Background: an optimization exercise with open tools, aiming at small area, a short achievable clock period and few clock cycles. Do not read the settings as production practice.
Function was checked by simulation only, so behaviour that the tests miss may differ from the original.
Power figures rest on the tool's default switching activity, not on a simulated workload.

## run A
==> flow/design.v (excerpt) <==
module radixconv (
    input  wire        clk,
    input  wire        rst,
    input  wire        host_valid,
    input  wire        host_we,
    input  wire        host_buf,
    input  wire [6:0]  host_addr,
    input  wire [15:0] host_wdata,
    output reg  [15:0] host_rdata
);
    localparam BUF_SIZE = 128;
    localparam [3:0] ERR_ILLEGAL = 4'd1;
    localparam [3:0] ERR_WIDTH   = 4'd2;
    localparam [3:0] ERR_BOUNDS  = 4'd3;
    localparam [3:0] ERR_OVERLAP = 4'd4;
    localparam [3:0] ERR_SYMBOL  = 4'd5;
    localparam [3:0] ERR_BUSY    = 4'd6;
    localparam [2:0] S_CHK   = 3'd0;    
    localparam [2:0] S_DIV   = 3'd1;    
    localparam [2:0] S_SET   = 3'd2;    
    localparam [2:0] S_CONV  = 3'd3;    
    localparam [2:0] S_ALPHA = 3'd4;    
    reg [8*BUF_SIZE-1:0] buf_mem;    
    reg [15:0] cmdl, srcaddr, srclen, dstaddr;
    reg [7:0]  dstlen;       
    reg        busy, done, err;
    reg [3:0]  errcode;
    reg [2:0]  state;
    reg [1:0]  div_cnt;
    reg [11:0] div_l;        
  ...
Size in the first run: roughly 6100 cells after synthesis, roughly 1300 flip-flops, roughly 44 I/O pins, ~68000 um2 of cells after synthesis.
==> flow/config.mk <==
export PLATFORM = sky130hd
export DESIGN_NAME = radixconv
export DESIGN_NICKNAME = radixconv
export VERILOG_FILES = /design/flow/design.v
export SDC_FILE = /design/flow/constraint.sdc
export NUM_CORES = 4
export LEC_CHECK = 0
export CAP_MARGIN = 30
export CORE_MARGIN = 2
export CORE_UTILIZATION = 55
export CTS_BUF_LIST = sky130_fd_sc_hd__clkbuf_4
export CTS_CLUSTER_DIAMETER = 50
export CTS_CLUSTER_SIZE = 8
export SLEW_MARGIN = 30
==> flow/constraint.sdc <==
create_clock -name core_clock -period 10.0 [get_ports {clk}]
set_input_delay 2.0000 -clock core_clock [delete_from_list [all_inputs] [get_ports {clk}]]
set_output_delay 2.0000 -clock core_clock [all_outputs]
set_load 0.01 [all_outputs]
standard.sh (not shown) runs the stock make flow with config.mk's settings and CLKGATE_MAP_FILE= SYNTH_SCRIPT=/design/flow/synth_recipe.tcl, a recipe that flattens the netlist after the stock synthesis.
==> flow/flow/run.sh <==
#!/bin/bash
# The standard layout (the standard.sh: ORFS synthesis to finish), with timing repair aimed at a
# setup margin of 5.5 ns and without gate cloning. The make output goes to flow.log; ORFS keeps each
# step's own log under orfs/logs/.
set -euo pipefail
bash standard.sh SETUP_SLACK_MARGIN=5.5 SKIP_GATE_CLONING=1 finish > flow.log 2>&1
Testbench counts of run A, summed over its fixed seeds: cycles 30,579.
Here is what was changed in the inputs of run B compared with run A.
Settings: a change of CTS_CLUSTER_DIAMETER from 50 to 40.
Notes after the runs:
Fraction of layout cells with a size suffix above 1 ended up 0.39 points higher on run B than on run A.
Post-CTS setup-driven buffer insertion count ended up about 11% lower on run B than on run A.
Between run B and run A, it is run B whose switching share of power is higher, by 0.28 points.
Input changes introduced in run C (baseline for comparison: run B):
Settings: CTS_CLUSTER_DIAMETER: 40 -> 50; CTS_CLUSTER_SIZE: 8 -> 7.
Findings:
Run B -> run C: cell count after synthesis delta 0, exact match
Run C vs. run B: multi-input gate count neither gained nor lost much; combinational power went down about 0.8%; final-layout clock buffer total grew by about 4.3%; routing usage on met3 essentially unchanged; total chip power decreased 1.6%.
Number of buffer and inverter instances along the worst setup path was higher in the run labelled run B.
The higher design area came out of run B.
Taking run B as the reference, in run C count of non-CTS buffers in the layout saw an increase; final critical delay including setup and external delays moved down; worst-case setup margin in the final layout saw an increase.
Capture point of the worst path = host_rdata[3]: run B; capture point of the worst path = host_rdata[2]: run C

* * *

Setup of raven:
radixconv, a different RTL version from the one above (not shown whole).
Size in the first run: ~6200 cells after synthesis, about 1300 flip-flops, ~70000 um2 of cells after synthesis.
==> flow/config.mk <==
export PLATFORM = sky130hd
export DESIGN_NAME = radixconv
export DESIGN_NICKNAME = radixconv
export VERILOG_FILES = /design/flow/design.v
export SDC_FILE = /design/flow/constraint.sdc
export NUM_CORES = 4
export LEC_CHECK = 0
export CAP_MARGIN = 30
export CORE_MARGIN = 2
export CORE_UTILIZATION = 55
export CTS_BUF_LIST = sky130_fd_sc_hd__clkbuf_4
export SLEW_MARGIN = 30
==> flow/constraint.sdc <==
create_clock -name core_clock -period 10.0 [get_ports {clk}]
set_input_delay 2.0000 -clock core_clock [delete_from_list [all_inputs] [get_ports {clk}]]
set_output_delay 2.0000 -clock core_clock [all_outputs]
set_load 0.01 [all_outputs]
Scripts as last shown in full above: flow/flow/run.sh
raven finished every step from synthesis to the final layout, and the layout passed the timing, DRC and antenna checks.
Testbench counts of raven, summed over its fixed seeds: cycles 30,579.
--- input diff raven..yarrow ---
Settings: CTS_BUF_LIST: sky130_fd_sc_hd__clkbuf_4 -> sky130_fd_sc_hd__clkbuf_8.
Findings:
yarrow did not stop at any stage, and its layout met the timing, DRC and antenna checks. yarrow vs raven, critical path startpoint: host_addr[2] vs host_addr[3]. Going from raven to yarrow, fraction of power consumed by sequential logic fell 1.2 points, met3 layer usage reported by global route rose 1.3 points, final instance area rose 2900 um2, critical path buffer and inverter count rose 2. Register area share after synthesis came out exactly the same in yarrow and raven. Compared yarrow against raven; post-layout instance count excluding filler cells within noise.
Input changes introduced in indigo (baseline for comparison: yarrow):
Settings: CTS_CLUSTER_SIZE now 8, previously not set; CTS_CLUSTER_DIAMETER now 50, previously not set; CTS_BUF_LIST now sky130_fd_sc_hd__clkbuf_4, was sky130_fd_sc_hd__clkbuf_8.
==> flow/flow/run.sh <==
#!/bin/bash
# The standard layout (the standard.sh: ORFS synthesis to finish), with timing repair aimed at a
# setup margin of 5.25 ns and without gate cloning. The make output goes to flow.log; ORFS keeps each
# step's own log under orfs/logs/.
set -euo pipefail
bash standard.sh SETUP_SLACK_MARGIN=5.25 SKIP_GATE_CLONING=1 finish > flow.log 2>&1
Between yarrow and indigo, the signal arrival time at the worst endpoint is lower for yarrow.
yarrow → indigo: initial antenna violation count went down by 4, combinational share of power fell by 0.2 points.
In the metrics for yarrow and indigo, the one carrying the higher critical path depth is yarrow.
Taking yarrow as 1.0, indigo lands at 0.913 on power density over cell area.
#### Input delta (maple over indigo)
Settings: a change of CAP_MARGIN from 30 to 20; a change of CTS_BUF_LIST from sky130_fd_sc_hd__clkbuf_4 to sky130_fd_sc_hd__clkbuf_8; a change of SLEW_MARGIN from 30 to 20; a deleted CTS_CLUSTER_DIAMETER that had been 50; a deleted CTS_CLUSTER_SIZE that had been 8.
==> flow/flow/run.sh <==
#!/bin/bash
# The standard layout (the standard.sh: ORFS synthesis to finish), with timing repair aimed at a
# setup margin of 5.5 ns and without gate cloning. The make output goes to flow.log; ORFS keeps each
# step's own log under orfs/logs/.
set -euo pipefail
bash standard.sh SETUP_SLACK_MARGIN=5.5 SKIP_GATE_CLONING=1 finish > flow.log 2>&1
[summary]
- Every stage of maple finished as expected; the final checks, on the other hand, flagged max-capacitance violations, max-slew violations, which means the layout fails.
- Changes observed in maple relative to indigo: sum of met2 wire segment lengths after detailed routing higher, number of diodes higher, final setup skew lower, ratio of final minimum period to clock period lower.
Setup changes, maple to amber
Settings: CTS_BUF_LIST: sky130_fd_sc_hd__clkbuf_8 -> sky130_fd_sc_hd__clkbuf_4; SLEW_MARGIN: 20 -> 30; CAP_MARGIN: 20 -> 30; CTS_CLUSTER_SIZE: unset -> 8; CTS_CLUSTER_DIAMETER: unset -> 50.
Results
- amber has completed all stages; timing, DRC and antenna checks passed.
- Changes observed in amber relative to maple: clock network power share went down 8.7 points; first-pass GRT wire length went down about 3%; remaining number of nets flagged by the antenna check after routing held; buffering overhead went down 1.5 points; sum of routed wire length over all layers went down about 5%.
- In the route summary, amber ends up with a via count below that of maple.
- The worst setup path endpoint comes out host_rdata[3]$_DFFE_PP_ in one run and buf_mem[740]$_DFFE_PP_ in the other, namely in amber and maple respectively.
- Going from maple to amber, met1 routed wirelength after detailed routing shrank by a few percent.
- In the reports for maple and amber, the larger area added between synthesis and finish belongs to maple.
- Combinational share of power on amber is up relative to maple.

* * *

Starting RTL as in the previous note.
clock: 10.0 ns
lec_check: 0
cap_margin: 30
core_margin: 2
core_utilization: 65
cts_buf_list: sky130_fd_sc_hd__clkbuf_8
slew_margin: 30
==> flow/flow/run.sh <==
#!/bin/bash
# The standard layout (the standard.sh: ORFS synthesis to finish), with timing repair aimed at a
# setup margin of 5.5 ns and without gate cloning. The make output goes to flow.log; ORFS keeps each
# step's own log under orfs/logs/.
set -euo pipefail
bash standard.sh SETUP_SLACK_MARGIN=5.5 SKIP_GATE_CLONING=1 finish > flow.log 2>&1
Testbench counts at the start, summed over its fixed seeds: cycles 30,579.
Next try:
Settings changed: CTS_BUF_LIST sky130_fd_sc_hd__clkbuf_8 to sky130_fd_sc_hd__clkbuf_4.
What happened: Maximum frequency rose by 2.5%. Die area stays the same. Count of clock-buffer cells in the layout rises by 278. Worst setup slack improves by 120 ps. Power hardly moves.

* * *

old:
Another version of the RTL of radixconv (not shown whole).
Size in the first run: ~1300 flip-flops, about 72000 µm² of cells after synthesis.
clock: 10.0 ns
lec_check: 0
cap_margin: 20
core_margin: 2
core_utilization: 60
cts_buf_list: sky130_fd_sc_hd__clkbuf_8
slew_margin: 20
Scripts as last shown in full above: flow/flow/run.sh
old reached the end of the flow, and the finished layout is clean on the timing, DRC and antenna checks.
Testbench counts of old, summed over its fixed seeds: cycles 30,301.
Changes in new relative to old:
- CTS_BUF_LIST removed (was sky130_fd_sc_hd__clkbuf_8)
- CORE_UTILIZATION changed from 60 to 40
[summary]
Of new and old, the higher part of the total power dissipated in combinational logic belongs to old. Higher power per cell area was reported by new, not old. Changes observed in new relative to old: clock power went up by about 20%; sequential share of layout area went down. Logic depth of the worst setup path including buffers: new < old. Taking old as the reference point, the internal cell power of new rises by about 10%. Width of the die in new is 22% above old. In the reports for new and old, the smaller final hold slack belongs to new.

==> what the ideal ports hide <==
Ports are ideal in the flow. The routed layouts listed here were re-timed in OpenROAD.
Step 1 (the two cells are an assumption about what drives the block):
set clk [get_ports {clk}]
set_driving_cell -lib_cell sky130_fd_sc_hd__clkbuf_16 $clk
set_driving_cell -lib_cell sky130_fd_sc_hd__buf_2 [delete_from_list [all_inputs] $clk]
Step 2 also shifts input and output timing later by t, the mid clock arrival at the registers, as if the neighbouring blocks saw the same clock.
Slacks: no drivers / after step 1 / after step 2; pairs: no drivers / after step 1.
| run | t (ns) | slack for setup (ns) | hold slack, ns |
|---|---|---|---|
| run A | 1.306 | 5.372 / 5.250 / 3.944 | 0.493 / 0.493 / 0.493 |
| run B | 1.338 | 5.412 / 5.416 / 4.077 | 0.492 / 0.492 / 0.492 |
| run C | 1.340 | 5.455 / 5.348 / 4.008 | 0.489 / 0.489 / 0.489 |
| raven | 1.369 | 5.445 / 5.455 / 4.129 | 0.480 / 0.480 / 0.480 |
| yarrow | 1.054 | 5.343 / 5.341 / 4.287 | 0.478 / 0.478 / 0.478 |
| indigo | 1.355 | 5.214 / 5.271 / 3.916 | 0.479 / 0.479 / 0.479 |
| maple | 1.036 | 5.314 / 5.355 / 4.319 | 0.473 / 0.473 / 0.473 |
| amber | 1.314 | 5.413 / 5.437 / 4.150 | 0.485 / 0.485 / 0.485 |
| the first run of note 3 | 1.006 | 5.060 / 5.020 / 4.014 | 0.474 / 0.474 / 0.474 |
| the second run of note 3 | 1.257 | 5.180 / 5.230 / 3.973 | 0.481 / 0.481 / 0.481 |
| old | 1.016 | 5.047 / 5.057 / 4.040 | 0.476 / 0.476 / 0.476 |
| new | 0.887 | 5.019 / 5.015 / 4.128 | 0.452 / 0.452 / 0.452 |
The setup slack of run C, which loses most, moves by -0.107 ns with the drivers and by -1.447 ns with both steps.
